Background: an optimization exercise with open tools, aiming at small area, a short achievable clock period and few clock cycles per item. Do not read the settings as production practice.
Function was checked by simulation only, so behaviour that the tests miss may differ from the original.

==> module tc_uplink_codec, before the edit <==
module tc_uplink_codec (
    input  wire        clk,
    input  wire        rst_n,
    input  wire        in_valid,
    output reg         in_ready,
    input  wire [7:0]  in_data,
    input  wire        in_last,
    input  wire [1:0]  in_op,
    output reg         out_valid,
    input  wire        out_ready,
    output reg  [7:0]  out_data,
    output reg         out_last,
    output wire [15:0] out_res
);
    localparam [1:0] OP_CRC  = 2'd0;
    localparam [1:0] OP_SCR  = 2'd1;
    localparam [1:0] OP_CLTU = 2'd2;
    localparam [1:0] OP_TC   = 2'd3;
    localparam [2:0] S_IDLE  = 3'd0;
    localparam [2:0] S_SYNC1 = 3'd1;
    localparam [2:0] S_BODY  = 3'd2;
    localparam [2:0] S_FILL  = 3'd3;
    localparam [2:0] S_PAR   = 3'd4;
    localparam [2:0] S_TAIL  = 3'd5;
    localparam [1:0] SRC_DATA  = 2'd0;
    localparam [1:0] SRC_CRCHI = 2'd1;
    localparam [1:0] SRC_CRCLO = 2'd2;
    localparam [1:0] SRC_DONE  = 2'd3;
    function [15:0] crc16_byte;
        input [15:0] c;
        input [7:0]  b;
        integer k;
        reg [15:0] r;
        begin
            r = c ^ {b, 8'h00};
            for (k = 0; k < 8; k = k + 1)
                r = r[15] ? ((r << 1) ^ 16'h1021) : (r << 1);
            crc16_byte = r;
        end
    endfunction
    function [7:0] par_step;
        input [7:0] a;
        input [7:0] b;
        reg [7:0] x;
        begin
            x = a ^ b;
            par_step = {x[6:0], x[7]};
        end
    endfunction
    function [7:0] scr_step;
        input [7:0] y;
        scr_step = {y[0] ^ y[2] ^ y[7], y[4] ^ y[7], y[3] ^ y[6], y[2] ^ y[5],
                    y[1] ^ y[4], y[0] ^ y[3], y[0] ^ y[7], y[1] ^ y[4] ^ y[7]};
    endfunction
    reg [2:0]  state;
    reg [1:0]  op;
    reg [1:0]  src;
    reg        first;      
    reg [15:0] res;        
    reg        carry;      
    reg [7:0]  scr;        
    reg [7:0]  blk_par;    
    reg [2:0]  cnt;        
    reg        int_go;     
    reg        skid_full;
    reg [7:0]  skid_data;
    reg        skid_last;
    assign out_res = res;
    wire st_idle = (state == S_IDLE);
    wire st_body = (state == S_BODY);
    wire st_fill = (state == S_FILL);
    wire st_par  = (state == S_PAR);
    wire st_tail = (state == S_TAIL);
    wire op_crc  = (op == OP_CRC) || (op == OP_TC);
    wire op_scr  = (op == OP_SCR) || (op == OP_TC);
    wire op_cltu = op[1];
    wire load = !out_valid || out_ready;
    wire idle_go = st_idle && in_valid && !skid_full &&
                   !(out_valid && out_last && !out_ready);
    wire take    = in_ready && in_valid;
    wire prod    = take || int_go || (idle_go && in_op[1]);
    reg [7:0] pay_byte;
    always @(*) begin
        case (src)
            SRC_CRCHI: pay_byte = res[15:8];
            SRC_CRCLO: pay_byte = res[7:0];
            default:   pay_byte = in_data;
        endcase
    end
    wire [7:0] coded_byte = op_scr ? (pay_byte ^ scr) : pay_byte;
    reg [1:0] src_next;
    always @(*) begin
        case (src)
            SRC_DATA:  src_next = in_last ? (op_crc ? SRC_CRCHI : SRC_DONE) : SRC_DATA;
            SRC_CRCHI: src_next = SRC_CRCLO;
            default:   src_next = SRC_DONE;
        endcase
    end
    wire pay_final = (src_next == SRC_DONE);
    reg [7:0] prod_data;
    reg       prod_last;
    always @(*) begin
        prod_data = coded_byte;
        prod_last = 1'b0;
        case (state)
            S_IDLE:  prod_data = 8'hEB;
            S_SYNC1: prod_data = 8'h90;
            S_BODY:  prod_last = !op_cltu && pay_final;
            S_FILL:  prod_data = 8'h55;
            S_PAR:   prod_data = blk_par;
            S_TAIL: begin
                prod_data = 8'hC5;
                prod_last = (cnt == 3'b100);
            end
            default: ;
        endcase
    end
    reg [2:0] state_next;
    reg [1:0] src_upd;
    always @(*) begin
        state_next = state;
        src_upd    = src;
        case (state)
            S_IDLE: begin
                src_upd = SRC_DATA;
                if (idle_go)
                    state_next = in_op[1] ? S_SYNC1 : S_BODY;
            end
            S_SYNC1: if (prod) state_next = S_BODY;
            S_BODY: if (prod) begin
                src_upd = src_next;
                if (op_cltu) begin
                    if (cnt == 3'b100)
                        state_next = S_PAR;
                    else if (pay_final)
                        state_next = S_FILL;
                end else if (pay_final) begin
                    state_next = S_IDLE;
                end
            end
            S_FILL: if (prod && cnt == 3'b100) state_next = S_PAR;
            S_PAR:  if (prod) state_next = (src == SRC_DONE) ? S_TAIL : S_BODY;
            S_TAIL: if (prod && cnt == 3'b100) state_next = S_IDLE;
            default: state_next = S_IDLE;
        endcase
    end
    wire skid_next = !load && (skid_full || prod);
    wire body_data_next = (state_next == S_BODY) && (src_upd == SRC_DATA);
    wire int_next  = (state_next == S_SYNC1) || (state_next == S_FILL) ||
                     (state_next == S_PAR) || (state_next == S_TAIL) ||
                     ((state_next == S_BODY) && (src_upd == SRC_CRCHI || src_upd == SRC_CRCLO));
    always @(posedge clk) begin
        if (!rst_n) begin
            out_valid <= 1'b0;
            skid_full <= 1'b0;
        end else begin
            skid_full <= skid_next;
            if (load)
                out_valid <= skid_full || prod;
        end
        if (load) begin
            out_data <= skid_full ? skid_data : prod_data;
            out_last <= skid_full ? skid_last : prod_last;
        end
        if (!skid_full) begin
            skid_data <= prod_data;
            skid_last <= prod_last;
        end
    end
    wire       cin   = st_par || carry;
    wire [2:0] pair  = {1'b0, res[1:0]} + {2'b00, cin};
    always @(posedge clk) begin
        if (!rst_n) begin
            state    <= S_IDLE;
            in_ready <= 1'b0;
            int_go   <= 1'b0;
        end else begin
            state    <= state_next;
            in_ready <= body_data_next && !skid_next;
            int_go   <= int_next && !skid_next;
        end
        src <= src_upd;
        if (st_idle) begin
            scr     <= 8'hFF;
            first   <= 1'b1;
            blk_par <= 8'h00;
            cnt     <= 3'b001;
            carry   <= 1'b0;
        end
        if (idle_go) begin
            op  <= in_op;
            res <= {16{in_op[0] ~^ in_op[1]}};
        end
        if (prod && !st_idle) begin
            if (op == OP_CLTU) begin
                res   <= {pair[1:0], res[15:2]};
                carry <= pair[2];
            end
            if (st_body || st_fill || st_par)
                blk_par <= par_step(blk_par, prod_data);
            if (op_cltu && (st_body || st_fill || st_tail))
                cnt <= {cnt[1:0], cnt[2] ^ cnt[1]};
        end
        if (take) begin
            first <= 1'b0;
            case (op)
                OP_SCR:  res[7:0] <= par_step(res[7:0], in_data);
                OP_CLTU: ;
                default: res <= crc16_byte(res, 8'h00) ^ crc16_byte(16'h0000, in_data);
            endcase
        end
        if (prod && st_body) begin
            scr <= scr_step(scr);
            if (first) begin
                scr[0] <= 1'b0;
                scr[1] <= 1'b1;
                scr[5] <= 1'b1;
                scr[6] <= 1'b1;
                scr[7] <= 1'b0;
            end
        end
    end
endmodule
Settings: LEC_CHECK=0, ABC_AREA=1, CAP_MARGIN=20, CORE_MARGIN=2, CORE_UTILIZATION=40, PLACE_DENSITY=0.6, SETUP_SLACK_MARGIN=2.8, SLEW_MARGIN=20; clock period 5.0 ns.
standard.sh (not shown) runs the stock make flow with config.mk's settings and CLKGATE_MAP_FILE= SYNTH_SCRIPT=/design/flow/synth_recipe.tcl, a recipe that flattens the netlist after the stock synthesis.
==> flow/flow/run.sh <==
#!/bin/bash
# Standard layout, with plain buffers (not delay cells) on the ports.
set -euo pipefail
export BUFFER_PORTS_ARGS="-buffer_cell sky130_fd_sc_hd__buf_2"
bash standard.sh > standard.log 2>&1
Testbench counts at the start, summed over its fixed seeds: cycles 19,099, bytes 15,499.
Edit:
--- a/flow/design.v
+++ b/flow/design.v
@@ -110,7 +110,7 @@
             S_PAR:   prod_data = blk_par;
             S_TAIL: begin
                 prod_data = 8'hC5;
-                prod_last = (cnt == 3'b100);
+                prod_last = (cnt == 3'd6);
             end
             default: ;
         endcase
@@ -130,7 +130,7 @@
             S_BODY: if (prod) begin
                 src_upd = src_next;
                 if (op_cltu) begin
-                    if (cnt == 3'b100)
+                    if (cnt == 3'd6)
                         state_next = S_PAR;
                     else if (pay_final)
                         state_next = S_FILL;
@@ -138,9 +138,9 @@
                     state_next = S_IDLE;
                 end
             end
-            S_FILL: if (prod && cnt == 3'b100) state_next = S_PAR;
+            S_FILL: if (prod && cnt == 3'd6) state_next = S_PAR;
             S_PAR:  if (prod) state_next = (src == SRC_DONE) ? S_TAIL : S_BODY;
-            S_TAIL: if (prod && cnt == 3'b100) state_next = S_IDLE;
+            S_TAIL: if (prod && cnt == 3'd6) state_next = S_IDLE;
             default: state_next = S_IDLE;
         endcase
     end
@@ -184,7 +184,7 @@
             scr     <= 8'hFF;
             first   <= 1'b1;
             blk_par <= 8'h00;
-            cnt     <= 3'b001;
+            cnt     <= 3'd0;
             carry   <= 1'b0;
         end
         if (idle_go) begin
@@ -199,14 +199,14 @@
             if (st_body || st_fill || st_par)
                 blk_par <= par_step(blk_par, prod_data);
             if (op_cltu && (st_body || st_fill || st_tail))
-                cnt <= {cnt[1:0], cnt[2] ^ cnt[1]};
+                cnt <= (cnt == 3'd6) ? 3'd0 : cnt + 3'd1;
         end
         if (take) begin
             first <= 1'b0;
             case (op)
                 OP_SCR:  res[7:0] <= par_step(res[7:0], in_data);
                 OP_CLTU: ;
-                default: res <= crc16_byte(res, 8'h00) ^ crc16_byte(16'h0000, in_data);
+                default: res <= crc16_byte(res, in_data);
             endcase
         end
         if (prod && st_body) begin
The new run produced a clean layout.
Cell area rises by 1.4%.
Setup slack degrades by 0.0062 ns.
Wire length is about the same.
Hold slack hardly moves.
Synthesized area rose by 0.57%.
Synthesized cell count grows by 5.3%.
Register-to-register slack got worse by 0.04 ns.
Via count goes up by 2.7%.
Sequential share of layout area falls by 0.41 points.
Testbench counts after the change, summed over its fixed seeds: cycles 19,099, bytes 15,499.

==> static timing again, ports no longer ideal <==
The flow's constraints put no driver on any port. The routed layouts listed below were extracted and timed again, unchanged, in two steps. Step 1 (the two cells are an assumption about what drives the block):
set clk [get_ports {clk}]
set_driving_cell -lib_cell sky130_fd_sc_hd__clkbuf_16 $clk
set_driving_cell -lib_cell sky130_fd_sc_hd__buf_2 [delete_from_list [all_inputs] $clk]
Step 2 adds t to the input delays and takes it off the output delays; t is the mean of the earliest and latest rising clock arrival at the registers after step 1. Input paths then give back, and output paths get back, about the clock's delay inside the block. Three values: ideal ports, drivers, drivers and shift; two values: the first two.
run | t (ns) | slack for setup (ns) | worst setup path after step 2 | clock arrival spread, ns | worst register clock-pin slew, ns
the first run | 0.386 | 2.842 / 2.852 / 2.466 | input to register | 0.016 / 0.016 | 0.09 / 0.09
the second run | 0.371 | 2.835 / 2.845 / 2.473 | input to register | 0.013 / 0.013 | 0.08 / 0.08
After both steps setup and hold are still met in every run listed. For the first run, which loses most, drivers alone change the setup slack by +0.010 ns; drivers and shift together by -0.376 ns.
